Source: an optimization exercise on an open RTL-to-GDS flow (aim: small area, a short achievable clock period and few clock cycles). Production flows keep margins and buffers that such runs may drop.
In this exercise RTL edits were held to simulation tests only and were not proved equivalent to the original.

==> flow/design.v (outline; a module is shown in full before it is edited, if it fits) <==
// module isb_taps: 536 lines
// module isb_benc: 33 lines
// module isb_mac: 560 lines
// module qpsk_isb: 225 lines
module qpsk_isb (
    input  wire        clk,
    input  wire        rst,
    input  wire        cmd_valid,
    output wire        cmd_ready,
    input  wire [7:0]  cmd_op,
    input  wire [15:0] cmd_a0,
    input  wire [15:0] cmd_a1,
    output reg         rsp_valid,
    output reg         rsp_fault,
    output reg  [2:0]  rsp_cause,
    output reg  [15:0] rsp_r0,
    output reg  [15:0] rsp_r1
);
  // ...
==> flow/run.sh <==
#!/bin/bash
# synth_recipe.tcl (not shown) runs the flow's synth.tcl, then flattens the netlist and writes it again
# the make line also repeats each setting of config.mk as NAME=value (left out here)
make -C /OpenROAD-flow-scripts/flow DESIGN_CONFIG=/design/flow/config.mk WORK_HOME=/design/flow/orfs CLKGATE_MAP_FILE= SYNTH_SCRIPT=/design/flow/synth_recipe.tcl finish
==> flow/config.mk <==
export PLATFORM = sky130hd
export DESIGN_NAME = qpsk_isb
export DESIGN_NICKNAME = qpsk_isb
export VERILOG_FILES = /design/flow/design.v
export SDC_FILE = /design/flow/constraint.sdc
export NUM_CORES = 4
export LEC_CHECK = 0
export CAP_MARGIN = 20
export CORE_MARGIN = 2
export CORE_UTILIZATION = 40
export SLEW_MARGIN = 20
export SYNTH_MEMORY_MAX_BITS = 131072
==> flow/constraint.sdc <==
create_clock -name core_clock -period 13.0 [get_ports {clk}]
set_input_delay 2.6000 -clock core_clock [delete_from_list [all_inputs] [get_ports {clk}]]
set_output_delay 2.6000 -clock core_clock [all_outputs]
set_load 0.01 [all_outputs]
==> results.sh, run 1 <==
export IMPL_status="complete, no violations"
export IMPL_synth_nets=8606
export IMPL_drt_wl_total_um=310000
export IMPL_clk_share=0.0436
export IMPL_most_common_layout_cells="inv_1 (769), edfxtp_1 (583), fa_1 (576)"
export IMPL_n_clock_buffer=162
export IMPL_synthSimpleGateAreaFrac=0.0808
export IMPL_max_stage_delay_ns=0.96
export IMPL_cp_arrival_ns=7.30
export IMPL_syn_area_per_cell_um2=10.6
export IMPL_whs_path_depth=0
export IMPL_regArea_mm2=0.0269
export IMPL_syn_cell_area_mm2=0.0812
export IMPL_crit_family="compound AO/OA/AOI/OAI gates"
export IMPL_synthAdderAreaFrac=0.189
export IMPL_htree_levels=3
export IMPL_finalCritPeriodShare=0.514
export IMPL_seq_share=0.304
export IMPL_die_y_um=455
export IMPL_clock_latency_ns=0.82
export IMPL_dp_cells=9990
export IMPL_fin_ws_ns=6.32
export IMPL_top_layer="met5"
export IMPL_cts_buffers=117
export IMPL_max_cap_viol_count=0
export IMPL_grt_usage=0.297
export IMPL_routed_via_density=6.28
export IMPL_die_w_um=455
export IMPL_path_depth=17
export IMPL_reg2reg_to="g_lane_dp[0].b_neg[4]"
export IMPL_timing_slew_headroom=0.179
export IMPL_finalCriticalPeriod_ns=6.68
export IMPL_synth_common_cells="inv_1 (771), edfxtp_1 (583), fa_1 (576), a22oi_1 (499), clkbuf_1 (481)"
export IMPL_wl_met3_um=29300
export IMPL_nFlopsAndLatches=1052
export IMPL_async_flop_share=0
Testbench counts, summed over its fixed seeds: cycles 8,122.
==> module qpsk_isb, before the edit <==
module qpsk_isb (
    input  wire        clk,
    input  wire        rst,
    input  wire        cmd_valid,
    output wire        cmd_ready,
    input  wire [7:0]  cmd_op,
    input  wire [15:0] cmd_a0,
    input  wire [15:0] cmd_a1,
    output reg         rsp_valid,
    output reg         rsp_fault,
    output reg  [2:0]  rsp_cause,
    output reg  [15:0] rsp_r0,
    output reg  [15:0] rsp_r1
);
    localparam TMAX = 16;
    localparam RLAT = 11;                
    localparam OP_NOP    = 8'h00;
    localparam OP_INIT   = 8'h01;
    localparam OP_PUSH   = 8'h10;
    localparam OP_INTERP = 8'h15;
    localparam C_ILLEGAL_OP     = 3'd1;
    localparam C_NOT_CONFIGURED = 3'd2;
    localparam C_BAD_CONFIG     = 3'd3;
    localparam C_WINDOW_RANGE   = 3'd5;
    reg        configured;
    reg [4:0]  t_len;                    
    reg [3:0]  wp;                       
    reg [16*TMAX-1:0] dli;               
    reg [16*TMAX-1:0] dlq;               
    reg        c_valid;
    reg [7:0]  c_op;
    reg [15:0] c_a0;
    reg [15:0] c_a1;
    wire stall;
    assign cmd_ready = !stall;
    always @(posedge clk) begin
        if (rst)
            c_valid <= 1'b0;
        else if (!stall)
            c_valid <= cmd_valid;
        if (!stall) begin
            c_op <= cmd_op;
            c_a0 <= cmd_a0;
            c_a1 <= cmd_a1;
        end
    end
    wire op_nop    = (c_op == OP_NOP);
    wire op_init   = (c_op == OP_INIT);
    wire op_push   = (c_op == OP_PUSH);
    wire op_interp = (c_op == OP_INTERP);
    wire op_legal  = op_nop || op_init || op_push || op_interp;
    wire [7:0] init_t  = c_a0[7:0];
    wire       init_ok = (init_t >= 8'd8) && (init_t <= TMAX);
    wire signed [9:0] win_b  = $signed({6'd0, wp}) + $signed({{2{c_a0[15]}}, c_a0[15:8]});
    wire signed [9:0] win_hi = $signed({4'd0, t_len, 1'b0}) - 10'sd8;
    wire win_ok = !win_b[9] && (win_b <= win_hi);
    reg [2:0] f_cause;
    always @(*) begin
        if (!op_legal)
            f_cause = C_ILLEGAL_OP;
        else if ((op_push || op_interp) && !configured)
            f_cause = C_NOT_CONFIGURED;
        else if (op_init && !init_ok)
            f_cause = C_BAD_CONFIG;
        else if (op_interp && !win_ok)
            f_cause = C_WINDOW_RANGE;
        else
            f_cause = 3'd0;
    end
    wire f_fault = (f_cause != 3'd0);
    reg        ln_act [0:1];             
    reg [2:0]  ln_cnt [0:1];             
    reg [2:0]  ln_k   [0:1];             
    reg [3:0]  ln_pos [0:1];             
    reg [3:0]  ln_b0  [0:1];             
    reg [6:0]  ln_j   [0:1];             
    wire free0 = !ln_act[0] || (ln_cnt[0] == 3'd7);
    wire free1 = !ln_act[1] || (ln_cnt[1] == 3'd7);
    wire busy  = ln_act[0] || ln_act[1];
    assign stall = c_valid && ((op_interp && !free0 && !free1) || (op_init && busy));
    wire issue     = c_valid && !stall;
    wire do_init   = issue && !f_fault && op_init;
    wire do_push   = issue && !f_fault && op_push;
    wire do_interp = issue && !f_fault && op_interp;
    wire [4:0] b_u   = win_b[4:0];                               
    wire [4:0] b_m   = (b_u >= t_len) ? (b_u - t_len) : b_u;     
    wire [4:0] d_raw = {1'b0, wp} - b_m;
    wire [4:0] d_wp  = d_raw[4] ? (d_raw + t_len) : d_raw;       
    wire       inarc = (d_wp <= 5'd7);
    wire [2:0] k0    = inarc ? d_wp[2:0] : 3'd0;
    wire [3:0] pos0  = inarc ? wp : b_m[3:0];
    genvar l;
    generate
        for (l = 0; l < 2; l = l + 1) begin : g_lane_ctl
            wire take = do_interp && ((l == 0) ? free0 : !free0);
            wire [3:0] pos_inc = (({1'b0, ln_pos[l]} + 5'd1) == t_len) ? 4'd0 : ln_pos[l] + 4'd1;
            always @(posedge clk) begin
                if (rst) begin
                    ln_act[l] <= 1'b0;
                end else if (take) begin
                    ln_act[l] <= 1'b1;
                end else if (ln_act[l] && ln_cnt[l] == 3'd7) begin
                    ln_act[l] <= 1'b0;
                end
                if (take) begin
                    ln_cnt[l] <= 3'd0;
                    ln_k[l]   <= k0;
                    ln_pos[l] <= pos0;
                    ln_b0[l]  <= b_m[3:0];
                    ln_j[l]   <= c_a0[7:1];
                end else begin
                    ln_cnt[l] <= ln_cnt[l] + 3'd1;
                    ln_k[l]   <= ln_k[l] + 3'd1;
                    ln_pos[l] <= (ln_k[l] == 3'd7) ? ln_b0[l] : pos_inc;
                end
            end
        end
    endgenerate
    wire [15:0] wdi = do_init ? 16'd0 : c_a0;
    wire [15:0] wdq = do_init ? 16'd0 : c_a1;
    genvar g;
    generate
        for (g = 0; g < TMAX; g = g + 1) begin : g_word
            always @(posedge clk) begin
                if (do_init || (do_push && wp == g)) begin
                    dli[16*g +: 16] <= wdi;
                    dlq[16*g +: 16] <= wdq;
                end
            end
        end
    endgenerate
    always @(posedge clk) begin
        if (rst) begin
            configured <= 1'b0;
        end else if (do_init) begin
            configured <= 1'b1;
            t_len      <= init_t[4:0];
            wp         <= 4'd0;
        end else if (do_push) begin
            wp <= ({1'b0, wp} == t_len - 5'd1) ? 4'd0 : wp + 4'd1;
        end
    end
    function [15:0] round_sat;
        input signed [30:0] v;
        reg   signed [16:0] r;
        begin
            r = v >>> 14;
            if (r > 17'sd32767)
                round_sat = 16'h7fff;
            else if (r < -17'sd32768)
                round_sat = 16'h8000;
            else
                round_sat = r[15:0];
        end
    endfunction
    wire        ln_done [0:1];
    wire [15:0] ln_ri   [0:1];
    wire [15:0] ln_rq   [0:1];
    generate
        for (l = 0; l < 2; l = l + 1) begin : g_lane_dp
            wire [14:0] mag;
            isb_taps u_taps (.j(ln_j[l]), .k(ln_k[l]), .coef(mag));
            wire ng = (ln_k[l] == 3'd0) | (ln_k[l] == 3'd2) | (ln_k[l] == 3'd5) | (ln_k[l] == 3'd7);
            wire [7:0] d_one, d_two, d_neg;
            isb_benc u_benc (.m(mag), .ng(ng), .one(d_one), .two(d_two), .neg(d_neg));
            reg [15:0] xs_i, xs_q;
            reg [7:0]  b_one, b_two, b_neg;
            reg        m_v, m_first, m_last;
            reg [30:0] as_i, ac_i, as_q, ac_q;
            reg        a_done;
            wire [30:0] ns_i, nc_i, ns_q, nc_q;
            isb_mac u_mac_i (.x(xs_i), .one(b_one), .two(b_two), .neg(b_neg), .first(m_first),
                             .s_in(as_i), .c_in(ac_i), .s_out(ns_i), .c_out(nc_i));
            isb_mac u_mac_q (.x(xs_q), .one(b_one), .two(b_two), .neg(b_neg), .first(m_first),
                             .s_in(as_q), .c_in(ac_q), .s_out(ns_q), .c_out(nc_q));
            always @(posedge clk) begin
                xs_i    <= dli[16*ln_pos[l] +: 16];
                xs_q    <= dlq[16*ln_pos[l] +: 16];
                b_one   <= d_one;
                b_two   <= d_two;
                b_neg   <= d_neg;
                m_first <= (ln_cnt[l] == 3'd0);
                m_last  <= (ln_cnt[l] == 3'd7);
                if (rst) begin
                    m_v    <= 1'b0;
                    a_done <= 1'b0;
                end else begin
                    m_v    <= ln_act[l];
                    a_done <= m_v && m_last;
                end
                as_i <= ns_i;
                ac_i <= nc_i;
                as_q <= ns_q;
                ac_q <= nc_q;
            end
            wire [30:0] acc_i = as_i + ac_i;
            wire [30:0] acc_q = as_q + ac_q;
            assign ln_done[l] = a_done;
            assign ln_ri[l]   = round_sat(acc_i);
            assign ln_rq[l]   = round_sat(acc_q);
        end
    endgenerate
    reg       tk_v [0:RLAT-2];
    reg [2:0] tk_c [0:RLAT-2];
    integer i;
    always @(posedge clk) begin
        if (rst) begin
            for (i = 0; i < RLAT - 1; i = i + 1)
                tk_v[i] <= 1'b0;
            rsp_valid <= 1'b0;
        end else begin
            tk_v[0] <= issue;
            for (i = 1; i < RLAT - 1; i = i + 1)
                tk_v[i] <= tk_v[i-1];
            rsp_valid <= tk_v[RLAT-2];
        end
        tk_c[0] <= f_cause;
        for (i = 1; i < RLAT - 1; i = i + 1)
            tk_c[i] <= tk_c[i-1];
        rsp_cause <= tk_c[RLAT-2];
        rsp_fault <= (tk_c[RLAT-2] != 3'd0);
        rsp_r0 <= ln_done[0] ? ln_ri[0] : ln_done[1] ? ln_ri[1] : 16'd0;
        rsp_r1 <= ln_done[0] ? ln_rq[0] : ln_done[1] ? ln_rq[1] : 16'd0;
    end
endmodule
==> run 2, diff against run 1 <==
--- a/flow/design.v
+++ b/flow/design.v
@@ -1,543 +1,538 @@
 module isb_taps (
-    input  wire [6:0]  j,
-    input  wire [2:0]  k,
-    output wire [14:0] coef
+    input  wire [6:0]  jj,
+    input  wire [2:0]  kk,
+    output reg  [14:0] coef
 );
-    wire       flip = j[6] & (j[5:0] != 6'd0);
-    wire [6:0] jj   = flip ? (7'd0 - j) : j;
-    wire [2:0] kk   = flip ? ~k : k;
-    reg  [14:0] mag;
     always @(*) begin
         case ({kk, jj[5:0], jj[6]})
-            10'd0: mag = 15'd0;
-            10'd2: mag = 15'd5;
-            10'd4: mag = 15'd11;
-            10'd6: mag = 15'd16;
-            10'd8: mag = 15'd21;
-            10'd10: mag = 15'd26;
-            10'd12: mag = 15'd30;
-            10'd14: mag = 15'd35;
-            10'd16: mag = 15'd39;
-            10'd18: mag = 15'd43;
-            10'd20: mag = 15'd47;
-            10'd22: mag = 15'd51;
-            10'd24: mag = 15'd55;
-            10'd26: mag = 15'd58;
-            10'd28: mag = 15'd61;
-            10'd30: mag = 15'd65;
-            10'd32: mag = 15'd68;
-            10'd34: mag = 15'd70;
-            10'd36: mag = 15'd73;
-            10'd38: mag = 15'd76;
-            10'd40: mag = 15'd78;
-            10'd42: mag = 15'd80;
-            10'd44: mag = 15'd82;
-            10'd46: mag = 15'd84;
-            10'd48: mag = 15'd86;
-            10'd50: mag = 15'd88;
-            10'd52: mag = 15'd90;
-            10'd54: mag = 15'd91;
-            10'd56: mag = 15'd92;
-            10'd58: mag = 15'd93;
-            10'd60: mag = 15'd94;
-            10'd62: mag = 15'd95;
-            10'd64: mag = 15'd96;
-            10'd66: mag = 15'd97;
-            10'd68: mag = 15'd97;
-            10'd70: mag = 15'd98;
-            10'd72: mag = 15'd98;
-            10'd74: mag = 15'd98;
-            10'd76: mag = 15'd99;
-            10'd78: mag = 15'd99;
-            10'd80: mag = 15'd98;
-            10'd82: mag = 15'd98;
-            10'd84: mag = 15'd98;
-            10'd86: mag = 15'd98;
-            10'd88: mag = 15'd97;
-            10'd90: mag = 15'd97;
-            10'd92: mag = 15'd96;
-            10'd94: mag = 15'd96;
-            10'd96: mag = 15'd95;
-            10'd98: mag = 15'd94;
-            10'd100: mag = 15'd93;
-            10'd102: mag = 15'd92;
-            10'd104: mag = 15'd91;
-            10'd106: mag = 15'd90;
-            10'd108: mag = 15'd89;
-            10'd110: mag = 15'd88;
-            10'd112: mag = 15'd87;
-            10'd114: mag = 15'd86;
-            10'd116: mag = 15'd84;
-            10'd118: mag = 15'd83;
-            10'd120: mag = 15'd82;
-            10'd122: mag = 15'd80;
-            10'd124: mag = 15'd79;
-            10'd126: mag = 15'd77;
-            10'd1: mag = 15'd76;
-            10'd128: mag = 15'd0;
-            10'd130: mag = 15'd27;
-            10'd132: mag = 15'd54;
-            10'd134: mag = 15'd80;
-            10'd136: mag = 15'd106;
-            10'd138: mag = 15'd131;
-            10'd140: mag = 15'd155;
-            10'd142: mag = 15'd178;
-            10'd144: mag = 15'd201;
-            10'd146: mag = 15'd224;
-            10'd148: mag = 15'd245;
-            10'd150: mag = 15'd266;
-            10'd152: mag = 15'd287;
-            10'd154: mag = 15'd306;
-            10'd156: mag = 15'd325;
-            10'd158: mag = 15'd344;
-            10'd160: mag = 15'd361;
-            10'd162: mag = 15'd379;
-            10'd164: mag = 15'd395;
-            10'd166: mag = 15'd411;
-            10'd168: mag = 15'd426;
-            10'd170: mag = 15'd440;
-            10'd172: mag = 15'd454;
-            10'd174: mag = 15'd467;
-            10'd176: mag = 15'd480;
-            10'd178: mag = 15'd492;
-            10'd180: mag = 15'd503;
-            10'd182: mag = 15'd513;
-            10'd184: mag = 15'd523;
-            10'd186: mag = 15'd533;
-            10'd188: mag = 15'd542;
-            10'd190: mag = 15'd550;
-            10'd192: mag = 15'd557;
-            10'd194: mag = 15'd564;
-            10'd196: mag = 15'd571;
-            10'd198: mag = 15'd576;
-            10'd200: mag = 15'd582;
-            10'd202: mag = 15'd586;
-            10'd204: mag = 15'd591;
-            10'd206: mag = 15'd594;
-            10'd208: mag = 15'd597;
-            10'd210: mag = 15'd600;
-            10'd212: mag = 15'd602;
-            10'd214: mag = 15'd603;
-            10'd216: mag = 15'd604;
-            10'd218: mag = 15'd605;
-            10'd220: mag = 15'd605;
-            10'd222: mag = 15'd605;
-            10'd224: mag = 15'd604;
-            10'd226: mag = 15'd603;
-            10'd228: mag = 15'd601;
-            10'd230: mag = 15'd599;
-            10'd232: mag = 15'd596;
-            10'd234: mag = 15'd593;
-            10'd236: mag = 15'd590;
-            10'd238: mag = 15'd586;
-            10'd240: mag = 15'd582;
-            10'd242: mag = 15'd578;
-            10'd244: mag = 15'd573;
-            10'd246: mag = 15'd568;
-            10'd248: mag = 15'd563;
-            10'd250: mag = 15'd557;
-            10'd252: mag = 15'd551;
-            10'd254: mag = 15'd545;
-            10'd129: mag = 15'd538;
-            10'd256: mag = 15'd0;
-            10'd258: mag = 15'd103;
-            10'd260: mag = 15'd205;
-            10'd262: mag = 15'd303;
-            10'd264: mag = 15'd400;
-            10'd266: mag = 15'd494;
-            10'd268: mag = 15'd586;
-            10'd270: mag = 15'd675;
-            10'd272: mag = 15'd762;
-            10'd274: mag = 15'd847;
-            10'd276: mag = 15'd929;
-            10'd278: mag = 15'd1009;
-            10'd280: mag = 15'd1086;
-            10'd282: mag = 15'd1161;
-            10'd284: mag = 15'd1234;
-            10'd286: mag = 15'd1305;
-            10'd288: mag = 15'd1373;
-            10'd290: mag = 15'd1438;
-            10'd292: mag = 15'd1501;
-            10'd294: mag = 15'd1562;
-            10'd296: mag = 15'd1621;
-            10'd298: mag = 15'd1677;
-            10'd300: mag = 15'd1731;
-            10'd302: mag = 15'd1783;
-            10'd304: mag = 15'd1832;
-            10'd306: mag = 15'd1879;
-            10'd308: mag = 15'd1924;
-            10'd310: mag = 15'd1967;
-            10'd312: mag = 15'd2007;
-            10'd314: mag = 15'd2045;
-            10'd316: mag = 15'd2081;
-            10'd318: mag = 15'd2115;
-            10'd320: mag = 15'd2146;
-            10'd322: mag = 15'd2176;
-            10'd324: mag = 15'd2203;
-            10'd326: mag = 15'd2229;
-            10'd328: mag = 15'd2252;
-            10'd330: mag = 15'd2273;
-            10'd332: mag = 15'd2292;
-            10'd334: mag = 15'd2310;
-            10'd336: mag = 15'd2325;
-            10'd338: mag = 15'd2338;
-            10'd340: mag = 15'd2350;
-            10'd342: mag = 15'd2359;
-            10'd344: mag = 15'd2367;
-            10'd346: mag = 15'd2373;
-            10'd348: mag = 15'd2377;
-            10'd350: mag = 15'd2380;
-            10'd352: mag = 15'd2381;
-            10'd354: mag = 15'd2380;
-            10'd356: mag = 15'd2377;
-            10'd358: mag = 15'd2373;
-            10'd360: mag = 15'd2368;
-            10'd362: mag = 15'd2360;
-            10'd364: mag = 15'd2352;
-            10'd366: mag = 15'd2342;
-            10'd368: mag = 15'd2330;
-            10'd370: mag = 15'd2317;
-            10'd372: mag = 15'd2303;
-            10'd374: mag = 15'd2287;
-            10'd376: mag = 15'd2270;
-            10'd378: mag = 15'd2252;
-            10'd380: mag = 15'd2232;
-            10'd382: mag = 15'd2212;
-            10'd257: mag = 15'd2190;
-            10'd384: mag = 15'd16384;
-            10'd386: mag = 15'd16381;
-            10'd388: mag = 15'd16378;
-            10'd390: mag = 15'd16369;
-            10'd392: mag = 15'd16355;
-            10'd394: mag = 15'd16339;
-            10'd396: mag = 15'd16320;
-            10'd398: mag = 15'd16296;
-            10'd400: mag = 15'd16268;
-            10'd402: mag = 15'd16237;
-            10'd404: mag = 15'd16203;
-            10'd406: mag = 15'd16165;
-            10'd408: mag = 15'd16122;
-            10'd410: mag = 15'd16077;
-            10'd412: mag = 15'd16029;
-            10'd414: mag = 15'd15977;
-            10'd416: mag = 15'd15920;
-            10'd418: mag = 15'd15858;
-            10'd420: mag = 15'd15796;
-            10'd422: mag = 15'd15729;
-            10'd424: mag = 15'd15660;
-            10'd426: mag = 15'd15586;
-            10'd428: mag = 15'd15509;
-            10'd430: mag = 15'd15430;
-            10'd432: mag = 15'd15346;
-            10'd434: mag = 15'd15260;
-            10'd436: mag = 15'd15172;
-            10'd438: mag = 15'd15078;
-            10'd440: mag = 15'd14983;
-            10'd442: mag = 15'd14884;
-            10'd444: mag = 15'd14781;
-            10'd446: mag = 15'd14676;
-            10'd448: mag = 15'd14569;
-            10'd450: mag = 15'd14459;
-            10'd452: mag = 15'd14344;
-            10'd454: mag = 15'd14230;
-            10'd456: mag = 15'd14110;
-            10'd458: mag = 15'd13988;
-            10'd460: mag = 15'd13864;
-            10'd462: mag = 15'd13737;
-            10'd464: mag = 15'd13609;
-            10'd466: mag = 15'd13476;
-            10'd468: mag = 15'd13342;
-            10'd470: mag = 15'd13206;
-            10'd472: mag = 15'd13067;
-            10'd474: mag = 15'd12926;
-            10'd476: mag = 15'd12783;
-            10'd478: mag = 15'd12639;
-            10'd480: mag = 15'd12491;
-            10'd482: mag = 15'd12342;
-            10'd484: mag = 15'd12190;
-            10'd486: mag = 15'd12038;
-            10'd488: mag = 15'd11885;
-            10'd490: mag = 15'd11727;
-            10'd492: mag = 15'd11570;
-            10'd494: mag = 15'd11413;
-            10'd496: mag = 15'd11250;
-            10'd498: mag = 15'd11089;
-            10'd500: mag = 15'd10925;
-            10'd502: mag = 15'd10760;
-            10'd504: mag = 15'd10595;
-            10'd506: mag = 15'd10427;
-            10'd508: mag = 15'd10260;
-            10'd510: mag = 15'd10089;
-            10'd385: mag = 15'd9920;
-            10'd512: mag = 15'd0;
-            10'd514: mag = 15'd106;
-            10'd516: mag = 15'd214;
-            10'd518: mag = 15'd324;
-            10'd520: mag = 15'd437;
-            10'd522: mag = 15'd551;
-            10'd524: mag = 15'd668;
-            10'd526: mag = 15'd788;
-            10'd528: mag = 15'd909;
-            10'd530: mag = 15'd1032;
-            10'd532: mag = 15'd1158;
-            10'd534: mag = 15'd1286;
-            10'd536: mag = 15'd1416;
-            10'd538: mag = 15'd1547;
-            10'd540: mag = 15'd1681;
-            10'd542: mag = 15'd1817;
-            10'd544: mag = 15'd1955;
-            10'd546: mag = 15'd2095;
-            10'd548: mag = 15'd2236;
-            10'd550: mag = 15'd2380;
-            10'd552: mag = 15'd2525;
-            10'd554: mag = 15'd2672;
-            10'd556: mag = 15'd2820;
-            10'd558: mag = 15'd2971;
-            10'd560: mag = 15'd3123;
-            10'd562: mag = 15'd3276;
-            10'd564: mag = 15'd3431;
-            10'd566: mag = 15'd3588;
-            10'd568: mag = 15'd3746;
-            10'd570: mag = 15'd3905;
-            10'd572: mag = 15'd4066;
-            10'd574: mag = 15'd4228;
-            10'd576: mag = 15'd4391;
-            10'd578: mag = 15'd4556;
-            10'd580: mag = 15'd4721;
-            10'd582: mag = 15'd4888;
-            10'd584: mag = 15'd5056;
-            10'd586: mag = 15'd5225;
-            10'd588: mag = 15'd5394;
-            10'd590: mag = 15'd5565;
-            10'd592: mag = 15'd5736;
-            10'd594: mag = 15'd5908;
-            10'd596: mag = 15'd6081;
-            10'd598: mag = 15'd6254;
-            10'd600: mag = 15'd6428;
-            10'd602: mag = 15'd6602;
-            10'd604: mag = 15'd6777;
-            10'd606: mag = 15'd6952;
-            10'd608: mag = 15'd7128;
-            10'd610: mag = 15'd7303;
-            10'd612: mag = 15'd7479;
-            10'd614: mag = 15'd7655;
-            10'd616: mag = 15'd7831;
-            10'd618: mag = 15'd8007;
-            10'd620: mag = 15'd8183;
-            10'd622: mag = 15'd8358;
-            10'd624: mag = 15'd8534;
-            10'd626: mag = 15'd8709;
-            10'd628: mag = 15'd8883;
-            10'd630: mag = 15'd9058;
-            10'd632: mag = 15'd9231;
-            10'd634: mag = 15'd9405;
-            10'd636: mag = 15'd9577;
-            10'd638: mag = 15'd9749;
-            10'd513: mag = 15'd9920;
-            10'd640: mag = 15'd0;
-            10'd642: mag = 15'd28;
-            10'd644: mag = 15'd56;
-            10'd646: mag = 15'd86;
-            10'd648: mag = 15'd115;
-            10'd650: mag = 15'd145;
-            10'd652: mag = 15'd176;
-            10'd654: mag = 15'd208;
-            10'd656: mag = 15'd239;
-            10'd658: mag = 15'd272;
-            10'd660: mag = 15'd305;
-            10'd662: mag = 15'd338;
-            10'd664: mag = 15'd372;
-            10'd666: mag = 15'd406;
-            10'd668: mag = 15'd441;
-            10'd670: mag = 15'd476;
-            10'd672: mag = 15'd511;
-            10'd674: mag = 15'd547;
-            10'd676: mag = 15'd583;
-            10'd678: mag = 15'd620;
-            10'd680: mag = 15'd657;
-            10'd682: mag = 15'd694;
-            10'd684: mag = 15'd731;
-            10'd686: mag = 15'd769;
-            10'd688: mag = 15'd807;
-            10'd690: mag = 15'd845;
-            10'd692: mag = 15'd884;
-            10'd694: mag = 15'd922;
-            10'd696: mag = 15'd961;
-            10'd698: mag = 15'd1000;
-            10'd700: mag = 15'd1039;
-            10'd702: mag = 15'd1077;
-            10'd704: mag = 15'd1116;
-            10'd706: mag = 15'd1155;
-            10'd708: mag = 15'd1194;
-            10'd710: mag = 15'd1233;
-            10'd712: mag = 15'd1272;
-            10'd714: mag = 15'd1311;
-            10'd716: mag = 15'd1349;
-            10'd718: mag = 15'd1387;
-            10'd720: mag = 15'd1426;
-            10'd722: mag = 15'd1464;
-            10'd724: mag = 15'd1501;
-            10'd726: mag = 15'd1538;
-            10'd728: mag = 15'd1575;
-            10'd730: mag = 15'd1612;
-            10'd732: mag = 15'd1648;
-            10'd734: mag = 15'd1684;
-            10'd736: mag = 15'd1719;
-            10'd738: mag = 15'd1754;
-            10'd740: mag = 15'd1788;
-            10'd742: mag = 15'd1822;
-            10'd744: mag = 15'd1855;
-            10'd746: mag = 15'd1887;
-            10'd748: mag = 15'd1919;
-            10'd750: mag = 15'd1950;
-            10'd752: mag = 15'd1980;
-            10'd754: mag = 15'd2010;
-            10'd756: mag = 15'd2038;
-            10'd758: mag = 15'd2066;
-            10'd760: mag = 15'd2093;
-            10'd762: mag = 15'd2119;
-            10'd764: mag = 15'd2144;
-            10'd766: mag = 15'd2167;
-            10'd641: mag = 15'd2190;
-            10'd768: mag = 15'd0;
-            10'd770: mag = 15'd6;
-            10'd772: mag = 15'd11;
-            10'd774: mag = 15'd17;
-            10'd776: mag = 15'd24;
-            10'd778: mag = 15'd30;
-            10'd780: mag = 15'd36;
-            10'd782: mag = 15'd43;
-            10'd784: mag = 15'd50;
-            10'd786: mag = 15'd57;
-            10'd788: mag = 15'd64;
-            10'd790: mag = 15'd71;
-            10'd792: mag = 15'd78;
-            10'd794: mag = 15'd86;
-            10'd796: mag = 15'd93;
-            10'd798: mag = 15'd101;
-            10'd800: mag = 15'd109;
-            10'd802: mag = 15'd117;
-            10'd804: mag = 15'd125;
-            10'd806: mag = 15'd134;
-            10'd808: mag = 15'd142;
-            10'd810: mag = 15'd151;
-            10'd812: mag = 15'd160;
-            10'd814: mag = 15'd168;
-            10'd816: mag = 15'd177;
-            10'd818: mag = 15'd186;
-            10'd820: mag = 15'd195;
-            10'd822: mag = 15'd205;
-            10'd824: mag = 15'd214;
-            10'd826: mag = 15'd223;
-            10'd828: mag = 15'd233;
-            10'd830: mag = 15'd242;
-            10'd832: mag = 15'd252;
-            10'd834: mag = 15'd261;
-            10'd836: mag = 15'd271;
-            10'd838: mag = 15'd281;
-            10'd840: mag = 15'd290;
-            10'd842: mag = 15'd300;
-            10'd844: mag = 15'd310;
-            10'd846: mag = 15'd320;
-            10'd848: mag = 15'd329;
-            10'd850: mag = 15'd339;
-            10'd852: mag = 15'd349;
-            10'd854: mag = 15'd358;
-            10'd856: mag = 15'd368;
-            10'd858: mag = 15'd378;
-            10'd860: mag = 15'd387;
-            10'd862: mag = 15'd397;
-            10'd864: mag = 15'd406;
-            10'd866: mag = 15'd416;
-            10'd868: mag = 15'd425;
-            10'd870: mag = 15'd434;
-            10'd872: mag = 15'd443;
-            10'd874: mag = 15'd452;
-            10'd876: mag = 15'd461;
-            10'd878: mag = 15'd469;
-            10'd880: mag = 15'd478;
-            10'd882: mag = 15'd486;
-            10'd884: mag = 15'd494;
-            10'd886: mag = 15'd502;
-            10'd888: mag = 15'd510;
-            10'd890: mag = 15'd517;
-            10'd892: mag = 15'd524;
-            10'd894: mag = 15'd531;
-            10'd769: mag = 15'd538;
-            10'd896: mag = 15'd0;
-            10'd898: mag = 15'd0;
-            10'd900: mag = 15'd1;
-            10'd902: mag = 15'd1;
-            10'd904: mag = 15'd2;
-            10'd906: mag = 15'd2;
-            10'd908: mag = 15'd3;
-            10'd910: mag = 15'd3;
-            10'd912: mag = 15'd4;
-            10'd914: mag = 15'd4;
-            10'd916: mag = 15'd5;
-            10'd918: mag = 15'd6;
-            10'd920: mag = 15'd6;
-            10'd922: mag = 15'd7;
-            10'd924: mag = 15'd8;
-            10'd926: mag = 15'd9;
-            10'd928: mag = 15'd9;
-            10'd930: mag = 15'd10;
-            10'd932: mag = 15'd11;
-            10'd934: mag = 15'd12;
-            10'd936: mag = 15'd13;
-            10'd938: mag = 15'd14;
-            10'd940: mag = 15'd15;
-            10'd942: mag = 15'd16;
-            10'd944: mag = 15'd17;
-            10'd946: mag = 15'd18;
-            10'd948: mag = 15'd19;
-            10'd950: mag = 15'd20;
-            10'd952: mag = 15'd22;
-            10'd954: mag = 15'd23;
-            10'd956: mag = 15'd24;
-            10'd958: mag = 15'd25;
-            10'd960: mag = 15'd27;
-            10'd962: mag = 15'd28;
-            10'd964: mag = 15'd29;
-            10'd966: mag = 15'd31;
-            10'd968: mag = 15'd32;
-            10'd970: mag = 15'd33;
-            10'd972: mag = 15'd35;
-            10'd974: mag = 15'd36;
-            10'd976: mag = 15'd38;
-            10'd978: mag = 15'd39;
-            10'd980: mag = 15'd41;
-            10'd982: mag = 15'd42;
-            10'd984: mag = 15'd44;
-            10'd986: mag = 15'd45;
-            10'd988: mag = 15'd47;
-            10'd990: mag = 15'd49;
-            10'd992: mag = 15'd50;
-            10'd994: mag = 15'd52;
-            10'd996: mag = 15'd53;
-            10'd998: mag = 15'd55;
-            10'd1000: mag = 15'd57;
-            10'd1002: mag = 15'd58;
-            10'd1004: mag = 15'd60;
-            10'd1006: mag = 15'd62;
-            10'd1008: mag = 15'd63;
-            10'd1010: mag = 15'd65;
-            10'd1012: mag = 15'd66;
-            10'd1014: mag = 15'd68;
-            10'd1016: mag = 15'd70;
-            10'd1018: mag = 15'd71;
-            10'd1020: mag = 15'd73;
-            10'd1022: mag = 15'd74;
-            10'd897: mag = 15'd76;
-            default: mag = 15'd0;
+            10'd0: coef = 15'd0;
+            10'd2: coef = 15'd5;
+            10'd4: coef = 15'd11;
+            10'd6: coef = 15'd16;
+            10'd8: coef = 15'd21;
+            10'd10: coef = 15'd26;
+            10'd12: coef = 15'd30;
+            10'd14: coef = 15'd35;
+            10'd16: coef = 15'd39;
+            10'd18: coef = 15'd43;
+            10'd20: coef = 15'd47;
+            10'd22: coef = 15'd51;
+            10'd24: coef = 15'd55;
+            10'd26: coef = 15'd58;
+            10'd28: coef = 15'd61;
+            10'd30: coef = 15'd65;
+            10'd32: coef = 15'd68;
+            10'd34: coef = 15'd70;
+            10'd36: coef = 15'd73;
+            10'd38: coef = 15'd76;
+            10'd40: coef = 15'd78;
+            10'd42: coef = 15'd80;
+            10'd44: coef = 15'd82;
+            10'd46: coef = 15'd84;
+            10'd48: coef = 15'd86;
+            10'd50: coef = 15'd88;
+            10'd52: coef = 15'd90;
+            10'd54: coef = 15'd91;
+            10'd56: coef = 15'd92;
+            10'd58: coef = 15'd93;
+            10'd60: coef = 15'd94;
+            10'd62: coef = 15'd95;
+            10'd64: coef = 15'd96;
+            10'd66: coef = 15'd97;
+            10'd68: coef = 15'd97;
+            10'd70: coef = 15'd98;
+            10'd72: coef = 15'd98;
+            10'd74: coef = 15'd98;
+            10'd76: coef = 15'd99;
+            10'd78: coef = 15'd99;
+            10'd80: coef = 15'd98;
+            10'd82: coef = 15'd98;
+            10'd84: coef = 15'd98;
+            10'd86: coef = 15'd98;
+            10'd88: coef = 15'd97;
+            10'd90: coef = 15'd97;
+            10'd92: coef = 15'd96;
+            10'd94: coef = 15'd96;
+            10'd96: coef = 15'd95;
+            10'd98: coef = 15'd94;
+            10'd100: coef = 15'd93;
+            10'd102: coef = 15'd92;
+            10'd104: coef = 15'd91;
+            10'd106: coef = 15'd90;
+            10'd108: coef = 15'd89;
+            10'd110: coef = 15'd88;
+            10'd112: coef = 15'd87;
+            10'd114: coef = 15'd86;
+            10'd116: coef = 15'd84;
+            10'd118: coef = 15'd83;
+            10'd120: coef = 15'd82;
+            10'd122: coef = 15'd80;
+            10'd124: coef = 15'd79;
+            10'd126: coef = 15'd77;
+            10'd1: coef = 15'd76;
+            10'd128: coef = 15'd0;
+            10'd130: coef = 15'd27;
+            10'd132: coef = 15'd54;
+            10'd134: coef = 15'd80;
+            10'd136: coef = 15'd106;
+            10'd138: coef = 15'd131;
+            10'd140: coef = 15'd155;
+            10'd142: coef = 15'd178;
+            10'd144: coef = 15'd201;
+            10'd146: coef = 15'd224;
+            10'd148: coef = 15'd245;
+            10'd150: coef = 15'd266;
+            10'd152: coef = 15'd287;
+            10'd154: coef = 15'd306;
+            10'd156: coef = 15'd325;
+            10'd158: coef = 15'd344;
+            10'd160: coef = 15'd361;
+            10'd162: coef = 15'd379;
+            10'd164: coef = 15'd395;
+            10'd166: coef = 15'd411;
+            10'd168: coef = 15'd426;
+            10'd170: coef = 15'd440;
+            10'd172: coef = 15'd454;
+            10'd174: coef = 15'd467;
+            10'd176: coef = 15'd480;
+            10'd178: coef = 15'd492;
+            10'd180: coef = 15'd503;
+            10'd182: coef = 15'd513;
+            10'd184: coef = 15'd523;
+            10'd186: coef = 15'd533;
+            10'd188: coef = 15'd542;
+            10'd190: coef = 15'd550;
+            10'd192: coef = 15'd557;
+            10'd194: coef = 15'd564;
+            10'd196: coef = 15'd571;
+            10'd198: coef = 15'd576;
+            10'd200: coef = 15'd582;
+            10'd202: coef = 15'd586;
+            10'd204: coef = 15'd591;
+            10'd206: coef = 15'd594;
+            10'd208: coef = 15'd597;
+            10'd210: coef = 15'd600;
+            10'd212: coef = 15'd602;
+            10'd214: coef = 15'd603;
+            10'd216: coef = 15'd604;
+            10'd218: coef = 15'd605;
+            10'd220: coef = 15'd605;
+            10'd222: coef = 15'd605;
+            10'd224: coef = 15'd604;
+            10'd226: coef = 15'd603;
+            10'd228: coef = 15'd601;
+            10'd230: coef = 15'd599;
+            10'd232: coef = 15'd596;
+            10'd234: coef = 15'd593;
+            10'd236: coef = 15'd590;
+            10'd238: coef = 15'd586;
+            10'd240: coef = 15'd582;
+            10'd242: coef = 15'd578;
+            10'd244: coef = 15'd573;
+            10'd246: coef = 15'd568;
+            10'd248: coef = 15'd563;
+            10'd250: coef = 15'd557;
+            10'd252: coef = 15'd551;
+            10'd254: coef = 15'd545;
+            10'd129: coef = 15'd538;
+            10'd256: coef = 15'd0;
+            10'd258: coef = 15'd103;
+            10'd260: coef = 15'd205;
+            10'd262: coef = 15'd303;
+            10'd264: coef = 15'd400;
+            10'd266: coef = 15'd494;
+            10'd268: coef = 15'd586;
+            10'd270: coef = 15'd675;
+            10'd272: coef = 15'd762;
+            10'd274: coef = 15'd847;
+            10'd276: coef = 15'd929;
+            10'd278: coef = 15'd1009;
+            10'd280: coef = 15'd1086;
+            10'd282: coef = 15'd1161;
+            10'd284: coef = 15'd1234;
+            10'd286: coef = 15'd1305;
+            10'd288: coef = 15'd1373;
+            10'd290: coef = 15'd1438;
+            10'd292: coef = 15'd1501;
+            10'd294: coef = 15'd1562;
+            10'd296: coef = 15'd1621;
+            10'd298: coef = 15'd1677;
+            10'd300: coef = 15'd1731;
+            10'd302: coef = 15'd1783;
+            10'd304: coef = 15'd1832;
+            10'd306: coef = 15'd1879;
+            10'd308: coef = 15'd1924;
+            10'd310: coef = 15'd1967;
+            10'd312: coef = 15'd2007;
+            10'd314: coef = 15'd2045;
+            10'd316: coef = 15'd2081;
+            10'd318: coef = 15'd2115;
+            10'd320: coef = 15'd2146;
+            10'd322: coef = 15'd2176;
+            10'd324: coef = 15'd2203;
+            10'd326: coef = 15'd2229;
+            10'd328: coef = 15'd2252;
+            10'd330: coef = 15'd2273;
+            10'd332: coef = 15'd2292;
+            10'd334: coef = 15'd2310;
+            10'd336: coef = 15'd2325;
+            10'd338: coef = 15'd2338;
+            10'd340: coef = 15'd2350;
+            10'd342: coef = 15'd2359;
+            10'd344: coef = 15'd2367;
+            10'd346: coef = 15'd2373;
+            10'd348: coef = 15'd2377;
+            10'd350: coef = 15'd2380;
+            10'd352: coef = 15'd2381;
+            10'd354: coef = 15'd2380;
+            10'd356: coef = 15'd2377;
+            10'd358: coef = 15'd2373;
+            10'd360: coef = 15'd2368;
+            10'd362: coef = 15'd2360;
+            10'd364: coef = 15'd2352;
+            10'd366: coef = 15'd2342;
+            10'd368: coef = 15'd2330;
+            10'd370: coef = 15'd2317;
+            10'd372: coef = 15'd2303;
+            10'd374: coef = 15'd2287;
+            10'd376: coef = 15'd2270;
+            10'd378: coef = 15'd2252;
+            10'd380: coef = 15'd2232;
+            10'd382: coef = 15'd2212;
+            10'd257: coef = 15'd2190;
+            10'd384: coef = 15'd16384;
+            10'd386: coef = 15'd16381;
+            10'd388: coef = 15'd16378;
+            10'd390: coef = 15'd16369;
+            10'd392: coef = 15'd16355;
+            10'd394: coef = 15'd16339;
+            10'd396: coef = 15'd16320;
+            10'd398: coef = 15'd16296;
+            10'd400: coef = 15'd16268;
+            10'd402: coef = 15'd16237;
+            10'd404: coef = 15'd16203;
+            10'd406: coef = 15'd16165;
+            10'd408: coef = 15'd16122;
+            10'd410: coef = 15'd16077;
+            10'd412: coef = 15'd16029;
+            10'd414: coef = 15'd15977;
+            10'd416: coef = 15'd15920;
+            10'd418: coef = 15'd15858;
+            10'd420: coef = 15'd15796;
+            10'd422: coef = 15'd15729;
+            10'd424: coef = 15'd15660;
+            10'd426: coef = 15'd15586;
+            10'd428: coef = 15'd15509;
+            10'd430: coef = 15'd15430;
+            10'd432: coef = 15'd15346;
+            10'd434: coef = 15'd15260;
+            10'd436: coef = 15'd15172;
+            10'd438: coef = 15'd15078;
+            10'd440: coef = 15'd14983;
+            10'd442: coef = 15'd14884;
+            10'd444: coef = 15'd14781;
+            10'd446: coef = 15'd14676;
+            10'd448: coef = 15'd14569;
+            10'd450: coef = 15'd14459;
+            10'd452: coef = 15'd14344;
+            10'd454: coef = 15'd14230;
+            10'd456: coef = 15'd14110;
+            10'd458: coef = 15'd13988;
+            10'd460: coef = 15'd13864;
+            10'd462: coef = 15'd13737;
+            10'd464: coef = 15'd13609;
+            10'd466: coef = 15'd13476;
+            10'd468: coef = 15'd13342;
+            10'd470: coef = 15'd13206;
+            10'd472: coef = 15'd13067;
+            10'd474: coef = 15'd12926;
+            10'd476: coef = 15'd12783;
+            10'd478: coef = 15'd12639;
+            10'd480: coef = 15'd12491;
+            10'd482: coef = 15'd12342;
+            10'd484: coef = 15'd12190;
+            10'd486: coef = 15'd12038;
+            10'd488: coef = 15'd11885;
+            10'd490: coef = 15'd11727;
+            10'd492: coef = 15'd11570;
+            10'd494: coef = 15'd11413;
+            10'd496: coef = 15'd11250;
+            10'd498: coef = 15'd11089;
+            10'd500: coef = 15'd10925;
+            10'd502: coef = 15'd10760;
+            10'd504: coef = 15'd10595;
+            10'd506: coef = 15'd10427;
+            10'd508: coef = 15'd10260;
+            10'd510: coef = 15'd10089;
+            10'd385: coef = 15'd9920;
+            10'd512: coef = 15'd0;
+            10'd514: coef = 15'd106;
+            10'd516: coef = 15'd214;
+            10'd518: coef = 15'd324;
+            10'd520: coef = 15'd437;
+            10'd522: coef = 15'd551;
+            10'd524: coef = 15'd668;
+            10'd526: coef = 15'd788;
+            10'd528: coef = 15'd909;
+            10'd530: coef = 15'd1032;
+            10'd532: coef = 15'd1158;
+            10'd534: coef = 15'd1286;
+            10'd536: coef = 15'd1416;
+            10'd538: coef = 15'd1547;
+            10'd540: coef = 15'd1681;
+            10'd542: coef = 15'd1817;
+            10'd544: coef = 15'd1955;
+            10'd546: coef = 15'd2095;
+            10'd548: coef = 15'd2236;
+            10'd550: coef = 15'd2380;
+            10'd552: coef = 15'd2525;
+            10'd554: coef = 15'd2672;
+            10'd556: coef = 15'd2820;
+            10'd558: coef = 15'd2971;
+            10'd560: coef = 15'd3123;
+            10'd562: coef = 15'd3276;
+            10'd564: coef = 15'd3431;
+            10'd566: coef = 15'd3588;
+            10'd568: coef = 15'd3746;
+            10'd570: coef = 15'd3905;
+            10'd572: coef = 15'd4066;
+            10'd574: coef = 15'd4228;
+            10'd576: coef = 15'd4391;
+            10'd578: coef = 15'd4556;
+            10'd580: coef = 15'd4721;
+            10'd582: coef = 15'd4888;
+            10'd584: coef = 15'd5056;
+            10'd586: coef = 15'd5225;
+            10'd588: coef = 15'd5394;
+            10'd590: coef = 15'd5565;
+            10'd592: coef = 15'd5736;
+            10'd594: coef = 15'd5908;
+            10'd596: coef = 15'd6081;
+            10'd598: coef = 15'd6254;
+            10'd600: coef = 15'd6428;
+            10'd602: coef = 15'd6602;
+            10'd604: coef = 15'd6777;
+            10'd606: coef = 15'd6952;
+            10'd608: coef = 15'd7128;
+            10'd610: coef = 15'd7303;
+            10'd612: coef = 15'd7479;
+            10'd614: coef = 15'd7655;
+            10'd616: coef = 15'd7831;
+            10'd618: coef = 15'd8007;
+            10'd620: coef = 15'd8183;
+            10'd622: coef = 15'd8358;
+            10'd624: coef = 15'd8534;
+            10'd626: coef = 15'd8709;
+            10'd628: coef = 15'd8883;
+            10'd630: coef = 15'd9058;
+            10'd632: coef = 15'd9231;
+            10'd634: coef = 15'd9405;
+            10'd636: coef = 15'd9577;
+            10'd638: coef = 15'd9749;
+            10'd513: coef = 15'd9920;
+            10'd640: coef = 15'd0;
+            10'd642: coef = 15'd28;
+            10'd644: coef = 15'd56;
+            10'd646: coef = 15'd86;
+            10'd648: coef = 15'd115;
+            10'd650: coef = 15'd145;
+            10'd652: coef = 15'd176;
+            10'd654: coef = 15'd208;
+            10'd656: coef = 15'd239;
+            10'd658: coef = 15'd272;
+            10'd660: coef = 15'd305;
+            10'd662: coef = 15'd338;
+            10'd664: coef = 15'd372;
+            10'd666: coef = 15'd406;
+            10'd668: coef = 15'd441;
+            10'd670: coef = 15'd476;
+            10'd672: coef = 15'd511;
+            10'd674: coef = 15'd547;
+            10'd676: coef = 15'd583;
+            10'd678: coef = 15'd620;
+            10'd680: coef = 15'd657;
+            10'd682: coef = 15'd694;
+            10'd684: coef = 15'd731;
+            10'd686: coef = 15'd769;
+            10'd688: coef = 15'd807;
+            10'd690: coef = 15'd845;
+            10'd692: coef = 15'd884;
+            10'd694: coef = 15'd922;
+            10'd696: coef = 15'd961;
+            10'd698: coef = 15'd1000;
+            10'd700: coef = 15'd1039;
+            10'd702: coef = 15'd1077;
+            10'd704: coef = 15'd1116;
+            10'd706: coef = 15'd1155;
+            10'd708: coef = 15'd1194;
+            10'd710: coef = 15'd1233;
+            10'd712: coef = 15'd1272;
+            10'd714: coef = 15'd1311;
+            10'd716: coef = 15'd1349;
+            10'd718: coef = 15'd1387;
+            10'd720: coef = 15'd1426;
+            10'd722: coef = 15'd1464;
+            10'd724: coef = 15'd1501;
+            10'd726: coef = 15'd1538;
+            10'd728: coef = 15'd1575;
+            10'd730: coef = 15'd1612;
+            10'd732: coef = 15'd1648;
+            10'd734: coef = 15'd1684;
+            10'd736: coef = 15'd1719;
+            10'd738: coef = 15'd1754;
+            10'd740: coef = 15'd1788;
+            10'd742: coef = 15'd1822;
+            10'd744: coef = 15'd1855;
+            10'd746: coef = 15'd1887;
+            10'd748: coef = 15'd1919;
+            10'd750: coef = 15'd1950;
+            10'd752: coef = 15'd1980;
+            10'd754: coef = 15'd2010;
+            10'd756: coef = 15'd2038;
+            10'd758: coef = 15'd2066;
+            10'd760: coef = 15'd2093;
+            10'd762: coef = 15'd2119;
+            10'd764: coef = 15'd2144;
+            10'd766: coef = 15'd2167;
+            10'd641: coef = 15'd2190;
+            10'd768: coef = 15'd0;
+            10'd770: coef = 15'd6;
+            10'd772: coef = 15'd11;
+            10'd774: coef = 15'd17;
+            10'd776: coef = 15'd24;
+            10'd778: coef = 15'd30;
+            10'd780: coef = 15'd36;
+            10'd782: coef = 15'd43;
+            10'd784: coef = 15'd50;
+            10'd786: coef = 15'd57;
+            10'd788: coef = 15'd64;
+            10'd790: coef = 15'd71;
+            10'd792: coef = 15'd78;
+            10'd794: coef = 15'd86;
+            10'd796: coef = 15'd93;
+            10'd798: coef = 15'd101;
+            10'd800: coef = 15'd109;
+            10'd802: coef = 15'd117;
+            10'd804: coef = 15'd125;
+            10'd806: coef = 15'd134;
+            10'd808: coef = 15'd142;
+            10'd810: coef = 15'd151;
+            10'd812: coef = 15'd160;
+            10'd814: coef = 15'd168;
+            10'd816: coef = 15'd177;
+            10'd818: coef = 15'd186;
+            10'd820: coef = 15'd195;
+            10'd822: coef = 15'd205;
+            10'd824: coef = 15'd214;
+            10'd826: coef = 15'd223;
+            10'd828: coef = 15'd233;
+            10'd830: coef = 15'd242;
+            10'd832: coef = 15'd252;
+            10'd834: coef = 15'd261;
+            10'd836: coef = 15'd271;
+            10'd838: coef = 15'd281;
+            10'd840: coef = 15'd290;
+            10'd842: coef = 15'd300;
+            10'd844: coef = 15'd310;
+            10'd846: coef = 15'd320;
+            10'd848: coef = 15'd329;
+            10'd850: coef = 15'd339;
+            10'd852: coef = 15'd349;
+            10'd854: coef = 15'd358;
+            10'd856: coef = 15'd368;
+            10'd858: coef = 15'd378;
+            10'd860: coef = 15'd387;
+            10'd862: coef = 15'd397;
+            10'd864: coef = 15'd406;
+            10'd866: coef = 15'd416;
+            10'd868: coef = 15'd425;
+            10'd870: coef = 15'd434;
+            10'd872: coef = 15'd443;
+            10'd874: coef = 15'd452;
+            10'd876: coef = 15'd461;
+            10'd878: coef = 15'd469;
+            10'd880: coef = 15'd478;
+            10'd882: coef = 15'd486;
+            10'd884: coef = 15'd494;
+            10'd886: coef = 15'd502;
+            10'd888: coef = 15'd510;
+            10'd890: coef = 15'd517;
+            10'd892: coef = 15'd524;
+            10'd894: coef = 15'd531;
+            10'd769: coef = 15'd538;
+            10'd896: coef = 15'd0;
+            10'd898: coef = 15'd0;
+            10'd900: coef = 15'd1;
+            10'd902: coef = 15'd1;
+            10'd904: coef = 15'd2;
+            10'd906: coef = 15'd2;
+            10'd908: coef = 15'd3;
+            10'd910: coef = 15'd3;
+            10'd912: coef = 15'd4;
+            10'd914: coef = 15'd4;
+            10'd916: coef = 15'd5;
+            10'd918: coef = 15'd6;
+            10'd920: coef = 15'd6;
+            10'd922: coef = 15'd7;
+            10'd924: coef = 15'd8;
+            10'd926: coef = 15'd9;
+            10'd928: coef = 15'd9;
+            10'd930: coef = 15'd10;
+            10'd932: coef = 15'd11;
+            10'd934: coef = 15'd12;
+            10'd936: coef = 15'd13;
+            10'd938: coef = 15'd14;
+            10'd940: coef = 15'd15;
+            10'd942: coef = 15'd16;
+            10'd944: coef = 15'd17;
+            10'd946: coef = 15'd18;
+            10'd948: coef = 15'd19;
+            10'd950: coef = 15'd20;
+            10'd952: coef = 15'd22;
+            10'd954: coef = 15'd23;
+            10'd956: coef = 15'd24;
+            10'd958: coef = 15'd25;
+            10'd960: coef = 15'd27;
+            10'd962: coef = 15'd28;
+            10'd964: coef = 15'd29;
+            10'd966: coef = 15'd31;
+            10'd968: coef = 15'd32;
+            10'd970: coef = 15'd33;
+            10'd972: coef = 15'd35;
+            10'd974: coef = 15'd36;
+            10'd976: coef = 15'd38;
+            10'd978: coef = 15'd39;
+            10'd980: coef = 15'd41;
+            10'd982: coef = 15'd42;
+            10'd984: coef = 15'd44;
+            10'd986: coef = 15'd45;
+            10'd988: coef = 15'd47;
+            10'd990: coef = 15'd49;
+            10'd992: coef = 15'd50;
+            10'd994: coef = 15'd52;
+            10'd996: coef = 15'd53;
+            10'd998: coef = 15'd55;
+            10'd1000: coef = 15'd57;
+            10'd1002: coef = 15'd58;
+            10'd1004: coef = 15'd60;
+            10'd1006: coef = 15'd62;
+            10'd1008: coef = 15'd63;
+            10'd1010: coef = 15'd65;
+            10'd1012: coef = 15'd66;
+            10'd1014: coef = 15'd68;
+            10'd1016: coef = 15'd70;
+            10'd1018: coef = 15'd71;
+            10'd1020: coef = 15'd73;
+            10'd1022: coef = 15'd74;
+            10'd897: coef = 15'd76;
+            default: coef = 15'd0;
         endcase
     end
-    assign coef = mag;
 endmodule
 module isb_benc (
     input  wire [14:0] m,
     input  wire        ng,
     output wire [7:0] one,
     output wire [7:0] two,
     output wire [7:0] neg
 );
@@ -1152,123 +1147,130 @@
     localparam C_BAD_CONFIG     = 3'd3;
     localparam C_WINDOW_RANGE   = 3'd5;
     reg        configured;
     reg [4:0]  t_len;                    
     reg [3:0]  wp;                       
     reg [16*TMAX-1:0] dli;               
     reg [16*TMAX-1:0] dlq;               
     reg        c_valid;
-    reg [7:0]  c_op;
+    reg        c_nop, c_init, c_push, c_interp;
+    reg        c_tok;                    
     reg [15:0] c_a0;
     reg [15:0] c_a1;
     wire stall;
     assign cmd_ready = !stall;
     always @(posedge clk) begin
         if (rst)
             c_valid <= 1'b0;
         else if (!stall)
             c_valid <= cmd_valid;
         if (!stall) begin
-            c_op <= cmd_op;
-            c_a0 <= cmd_a0;
-            c_a1 <= cmd_a1;
+            c_nop    <= (cmd_op == OP_NOP);
+            c_init   <= (cmd_op == OP_INIT);
+            c_push   <= (cmd_op == OP_PUSH);
+            c_interp <= (cmd_op == OP_INTERP);
+            c_tok    <= (cmd_a0[7:0] >= 8'd8) && (cmd_a0[7:0] <= TMAX);
+            c_a0     <= cmd_a0;
+            c_a1     <= cmd_a1;
         end
     end
-    wire op_nop    = (c_op == OP_NOP);
-    wire op_init   = (c_op == OP_INIT);
-    wire op_push   = (c_op == OP_PUSH);
-    wire op_interp = (c_op == OP_INTERP);
-    wire op_legal  = op_nop || op_init || op_push || op_interp;
-    wire [7:0] init_t  = c_a0[7:0];
-    wire       init_ok = (init_t >= 8'd8) && (init_t <= TMAX);
-    wire signed [9:0] win_b  = $signed({6'd0, wp}) + $signed({{2{c_a0[15]}}, c_a0[15:8]});
+    wire op_legal = c_nop || c_init || c_push || c_interp;
+    wire signed [7:0] sh     = c_a0[15:8];
+    wire signed [9:0] win_b  = $signed({6'd0, wp}) + sh;
+    wire signed [9:0] win_bt = win_b - $signed({5'd0, t_len});
     wire signed [9:0] win_hi = $signed({4'd0, t_len, 1'b0}) - 10'sd8;
     wire win_ok = !win_b[9] && (win_b <= win_hi);
     reg [2:0] f_cause;
     always @(*) begin
         if (!op_legal)
             f_cause = C_ILLEGAL_OP;
-        else if ((op_push || op_interp) && !configured)
+        else if ((c_push || c_interp) && !configured)
             f_cause = C_NOT_CONFIGURED;
-        else if (op_init && !init_ok)
+        else if (c_init && !c_tok)
             f_cause = C_BAD_CONFIG;
-        else if (op_interp && !win_ok)
+        else if (c_interp && !win_ok)
             f_cause = C_WINDOW_RANGE;
         else
             f_cause = 3'd0;
     end
-    wire f_fault = (f_cause != 3'd0);
-    reg        ln_act [0:1];             
-    reg [2:0]  ln_cnt [0:1];             
-    reg [2:0]  ln_k   [0:1];             
-    reg [3:0]  ln_pos [0:1];             
-    reg [3:0]  ln_b0  [0:1];             
-    reg [6:0]  ln_j   [0:1];             
+    reg        ln_act  [0:1];            
+    reg [2:0]  ln_cnt  [0:1];            
+    reg        ln_flip [0:1];            
+    reg [2:0]  ln_kk   [0:1];            
+    reg [3:0]  ln_pos  [0:1];            
+    reg [3:0]  ln_b0   [0:1];            
+    reg [6:0]  ln_jj   [0:1];            
     wire free0 = !ln_act[0] || (ln_cnt[0] == 3'd7);
     wire free1 = !ln_act[1] || (ln_cnt[1] == 3'd7);
     wire busy  = ln_act[0] || ln_act[1];
-    assign stall = c_valid && ((op_interp && !free0 && !free1) || (op_init && busy));
+    assign stall = c_valid && ((c_interp && !free0 && !free1) || (c_init && busy));
     wire issue     = c_valid && !stall;
-    wire do_init   = issue && !f_fault && op_init;
-    wire do_push   = issue && !f_fault && op_push;
-    wire do_interp = issue && !f_fault && op_interp;
-    wire [4:0] b_u   = win_b[4:0];                               
-    wire [4:0] b_m   = (b_u >= t_len) ? (b_u - t_len) : b_u;     
-    wire [4:0] d_raw = {1'b0, wp} - b_m;
-    wire [4:0] d_wp  = d_raw[4] ? (d_raw + t_len) : d_raw;       
+    wire do_init   = c_valid && c_init && c_tok && !busy;
+    wire do_push   = c_valid && c_push && configured;
+    wire do_interp = c_valid && c_interp && configured && win_ok && (free0 || free1);
+    wire [3:0] b_m  = win_bt[9] ? win_b[3:0] : win_bt[3:0];
+    wire signed [8:0] nsh   = -sh;
+    wire signed [8:0] nsh_t = nsh + $signed({4'd0, t_len});
+    wire signed [8:0] nsh_2 = nsh + $signed({3'd0, t_len, 1'b0});
+    wire [4:0] d_wp  = !nsh[8] ? nsh[4:0] : !nsh_t[8] ? nsh_t[4:0] : nsh_2[4:0];
     wire       inarc = (d_wp <= 5'd7);
     wire [2:0] k0    = inarc ? d_wp[2:0] : 3'd0;
-    wire [3:0] pos0  = inarc ? wp : b_m[3:0];
+    wire [3:0] pos0  = inarc ? wp : b_m;
+    wire [6:0] row_j = c_a0[7:1];
+    wire       flip  = row_j[6] && (row_j[5:0] != 6'd0);
+    wire [6:0] jj0   = flip ? (7'd0 - row_j) : row_j;
     genvar l;
     generate
         for (l = 0; l < 2; l = l + 1) begin : g_lane_ctl
             wire take = do_interp && ((l == 0) ? free0 : !free0);
             wire [3:0] pos_inc = (({1'b0, ln_pos[l]} + 5'd1) == t_len) ? 4'd0 : ln_pos[l] + 4'd1;
+            wire       k_last  = (ln_kk[l] == (ln_flip[l] ? 3'd0 : 3'd7));
             always @(posedge clk) begin
                 if (rst) begin
                     ln_act[l] <= 1'b0;
                 end else if (take) begin
                     ln_act[l] <= 1'b1;
                 end else if (ln_act[l] && ln_cnt[l] == 3'd7) begin
                     ln_act[l] <= 1'b0;
                 end
                 if (take) begin
-                    ln_cnt[l] <= 3'd0;
-                    ln_k[l]   <= k0;
-                    ln_pos[l] <= pos0;
-                    ln_b0[l]  <= b_m[3:0];
-                    ln_j[l]   <= c_a0[7:1];
+                    ln_cnt[l]  <= 3'd0;
+                    ln_flip[l] <= flip;
+                    ln_kk[l]   <= k0 ^ {3{flip}};
+                    ln_pos[l]  <= pos0;
+                    ln_b0[l]   <= b_m;
+                    ln_jj[l]   <= jj0;
                 end else begin
                     ln_cnt[l] <= ln_cnt[l] + 3'd1;
-                    ln_k[l]   <= ln_k[l] + 3'd1;
-                    ln_pos[l] <= (ln_k[l] == 3'd7) ? ln_b0[l] : pos_inc;
+                    ln_kk[l]  <= ln_flip[l] ? ln_kk[l] - 3'd1 : ln_kk[l] + 3'd1;
+                    ln_pos[l] <= k_last ? ln_b0[l] : pos_inc;
                 end
             end
         end
     endgenerate
-    wire [15:0] wdi = do_init ? 16'd0 : c_a0;
-    wire [15:0] wdq = do_init ? 16'd0 : c_a1;
+    wire [15:0] wdi = c_init ? 16'd0 : c_a0;
+    wire [15:0] wdq = c_init ? 16'd0 : c_a1;
     genvar g;
     generate
         for (g = 0; g < TMAX; g = g + 1) begin : g_word
             always @(posedge clk) begin
                 if (do_init || (do_push && wp == g)) begin
                     dli[16*g +: 16] <= wdi;
                     dlq[16*g +: 16] <= wdq;
                 end
             end
         end
     endgenerate
     always @(posedge clk) begin
         if (rst) begin
             configured <= 1'b0;
         end else if (do_init) begin
             configured <= 1'b1;
-            t_len      <= init_t[4:0];
+            t_len      <= c_a0[4:0];
             wp         <= 4'd0;
         end else if (do_push) begin
             wp <= ({1'b0, wp} == t_len - 5'd1) ? 4'd0 : wp + 4'd1;
         end
     end
     function [15:0] round_sat;
         input signed [30:0] v;
         reg   signed [16:0] r;
@@ -1283,18 +1285,18 @@
         end
     endfunction
     wire        ln_done [0:1];
     wire [15:0] ln_ri   [0:1];
     wire [15:0] ln_rq   [0:1];
     generate
         for (l = 0; l < 2; l = l + 1) begin : g_lane_dp
             wire [14:0] mag;
-            isb_taps u_taps (.j(ln_j[l]), .k(ln_k[l]), .coef(mag));
-            wire ng = (ln_k[l] == 3'd0) | (ln_k[l] == 3'd2) | (ln_k[l] == 3'd5) | (ln_k[l] == 3'd7);
+            isb_taps u_taps (.jj(ln_jj[l]), .kk(ln_kk[l]), .coef(mag));
+            wire ng = (ln_kk[l] == 3'd0) | (ln_kk[l] == 3'd2) | (ln_kk[l] == 3'd5) | (ln_kk[l] == 3'd7);
             wire [7:0] d_one, d_two, d_neg;
             isb_benc u_benc (.m(mag), .ng(ng), .one(d_one), .two(d_two), .neg(d_neg));
             reg [15:0] xs_i, xs_q;
             reg [7:0]  b_one, b_two, b_neg;
             reg        m_v, m_first, m_last;
             reg [30:0] as_i, ac_i, as_q, ac_q;
             reg        a_done;
             wire [30:0] ns_i, nc_i, ns_q, nc_q;
==> results.sh, run 2 <==
export IMPL_drt_wl_total_um=299000
export IMPL_endpoint_kind="flop"
export IMPL_regArea_mm2=0.0269
export IMPL_critPathRequiredTime_ns=13.62
export IMPL_final_layout_size_suffix_gt1_frac=0.109
export IMPL_worstPathCellList="buf_4 > inv_2 > ha_2 > buf_4 > nor2b_1 > nand2_1 > a21oi_1 > o41ai_1 > mux4_2 > a221o_1 > o31ai_2 > ha_1 > nor2_1 > xnor2_1"
export IMPL_most_common_layout_cells="inv_1 (687), edfxtp_1 (582), fa_1 (578)"
export IMPL_grt_overflow_total=0
export IMPL_max_stage_delay_ns=0.69
export IMPL_drtAntennaViolNets=0
export IMPL_syn_area_per_cell_um2=10.5
export IMPL_slowest_stage="nor2b_1"
export IMPL_skew_ns=0.100
export IMPL_detail_route_wl_per_cell_um=29.4
export IMPL_path_class="reg -> reg"
export IMPL_timing_slew_headroom=0.209
export IMPL_status="complete, no violations"
export IMPL_routed_via_density=6.23
export IMPL_holdCritStartpoint="tk_c[2][0]"
export IMPL_die_y_um=454
export IMPL_start_kind="flop"
export IMPL_vias=63400
export IMPL_grt_pass1_wl_um=442000
export IMPL_synth_edf_count=582
export IMPL_io_pins=81
export IMPL_hold_viol=0
export IMPL_row_count=165
export IMPL_largestRegisters="dli x256, dlq x256"
export IMPL_grt_max_degree=159
export IMPL_post_cts_resized=0
export IMPL_rsz0062_at_grt="false"
export IMPL_r2r_start="ln_jj[1][6]"
export IMPL_ys_seq_area_frac=0.332
export IMPL_antenna_found_initial=17
export IMPL_drc=0
export IMPL_grt_usage=0.288
export IMPL_ys_ff_latch=1051
export IMPL_finalCriticalPeriod_ns=5.41
export IMPL_n_fill_cell=19100
export IMPL_finalWeightedCongestion=1.01
export IMPL_critPathMostFrequentCell="buf_4"
export IMPL_critPathLaunch="ln_jj[1][6]"
export IMPL_synth_flop_cell="edfxtp_1"
export IMPL_hold_class="reg -> reg"
export IMPL_syn_cell_area_mm2=0.0808
export IMPL_ys_types=95
export IMPL_max_cap_viol_count=0
export IMPL_path_max_fanout=45
export IMPL_htree_levels=3
export IMPL_clock_latency_ns=0.81
export IMPL_async_flop_share=0
export IMPL_setup_viol=0
export IMPL_post_cts_buffers=0
export IMPL_yosys_top_cells_area="edfxtp_1 (22%), fa_1 (14%), dfxtp_1 (12%)"
export IMPL_synth_common_cells="inv_1 (690), edfxtp_1 (582), fa_1 (578), clkbuf_1 (528), nand2_1 (520)"
export IMPL_portBuffers=80
export IMPL_fmax_ghz=0.185
export IMPL_drv_slew=0
export IMPL_first_iter_violations=7829
export IMPL_area_growth_pct=8.54
export IMPL_die_area_mm2=0.206
export IMPL_multi_input_area_mm2=0.0488
export IMPL_start_util=0.401
export IMPL_fin_ws_ns=7.59
export IMPL_hpwl_um=203000
export IMPL_tightest_slew_ns=1.17
export IMPL_synthCells=7721
export IMPL_grt_pass1_vias=64100
export IMPL_yosys_warnings=20
export IMPL_dp_slack_ns=7.88
export IMPL_synth_most_common_cell="inv_1"
export IMPL_path_clk_slew_ns=0.06
export IMPL_clk_path_buf_depth=3
export IMPL_root_buffer="clkbuf_16"
export IMPL_synth_nets=8627
export IMPL_cts_buffers=117
export IMPL_coreArea_mm2=0.201
export IMPL_die_w_um=454
export IMPL_yosysTopAreaCell="edfxtp_1"
export IMPL_num_nets_final=8304
export IMPL_clock_sinks=1051
export IMPL_setup_tns_ns=0
export IMPL_cp_arrival_ns=6.03
export IMPL_layout_commonest_cell="inv_1"
export IMPL_synth_top_area_share=0.216
export IMPL_finalCritPeriodShare=0.416
export IMPL_tritoncts="built"
export IMPL_first_pass_iters=9
export IMPL_hold_buffers=0
[run 2: cell types whose count changed in the layout (fill, tap and decap cells not counted), sizes merged, moves of 25 or more]
cell,change
xor2,+40
nand2,+74
nand3,-84
nor2,+114
xnor2,-35
a31oi,-36
a21oi,+46
nor2b,+40
a311oi,-25
a21o,-28
nand4,-26
buf,-48
inv,-75
o21ai,+29
[run 2: worst paths after layout]
check	cells after the start	endpoint	slack, ns
min reg2reg	0	tk_c[3][0]	0.32
max	14	g_lane_dp[1].b_neg[1]	7.59
max reg2reg	14	g_lane_dp[1].b_neg[1]	7.59
min	0	tk_c[3][0]	0.32
[run 2: metal layers]
layer  vias up  share of wire  GRT usage
li1      26900              -          -
met1     32100           0.40      0.381
met2      3567           0.45      0.445
met3       825           0.10     0.0741
met4        14          0.052      0.129
met5         -        0.00025          0
[run 2: through the flow]
stage | utilization | instance area [um2] | cells | hold slack (ns)
after floorplan | - | 80800 | 7721 | 0.310
after global placement | 0.416 | 83700 | 9947 | 0.313
after detailed placement | 0.416 | 83800 | 9949 | 0.312
after CTS | 0.435 | 87700 | 10200 | 0.325
after global routing | 0.435 | 87700 | 10200 | 0.327
final | 0.435 | 87700 | 10200 | 0.323
[run 2: cell type report]
type,instances,area share
well taps,2672,0.0381
inverters,697,0.0298
flip-flops and latches,1051,0.307
multi-input cells,5276,0.556
clock inverters,47,0.00566
repair buffers,255,0.0248
diodes,10,0.000285
clock buffers,172,0.0389
[run 2: cells by family (layout without fill, tap and decap cells)]
group | count (synthesis) | in the layout | synth area share
AOI/OAI and AO/OA | 1889 | 1889 | 0.156
xor gates and xnor gates | 693 | 693 | 0.0751
adders and majority gates | 864 | 864 | 0.187
buffers and inverters | 1394 | 1171 | 0.0662
DFF | 1051 | 1051 | 0.332
muxes | 372 | 372 | 0.0976
other | 0 | 10 | 0
and+or+nand+nor | 1458 | 1458 | 0.0850
[run 2: critical path, delay by kind of cell, from the launching register on]
family	cells	cell delay, ns
AO/OA/AOI/OAI	4	1.37
AND/OR/NAND/NOR	3	1.21
buffers and inverters	3	1.01
adder cells (fa/ha/maj)	2	0.70
multiplexers	1	0.49
flip-flops	1	0.35
XOR/XNOR	1	0.13
Testbench counts of run 2, summed over its fixed seeds: cycles 8,122.

[what the ideal ports hide]
In the flow no input, the clock included, has a driving cell. The finished layouts below were timed again as built, in two steps. Step 1 sets driving cells, clkbuf_16 on the clock port and buf_2 on the other inputs (assumed; they add their load-dependent delay and slew). Step 2 times the ports against the registers' clock, not the clock port: input delays grow and output delays shrink by t, the midpoint of the rising clock arrivals with the driver on. Three values: ideal ports, drivers, drivers and shift; two values: the first two.
run	t (ns)	setup slack, ns	worst hold slack (ns)
run 1	0.872	6.315 / 6.315 / 6.315	0.323 / 0.323 / 0.323
run 2	0.851	7.590 / 7.516 / 7.590	0.323 / 0.323 / 0.323
After both steps setup and hold are still met in every run listed.
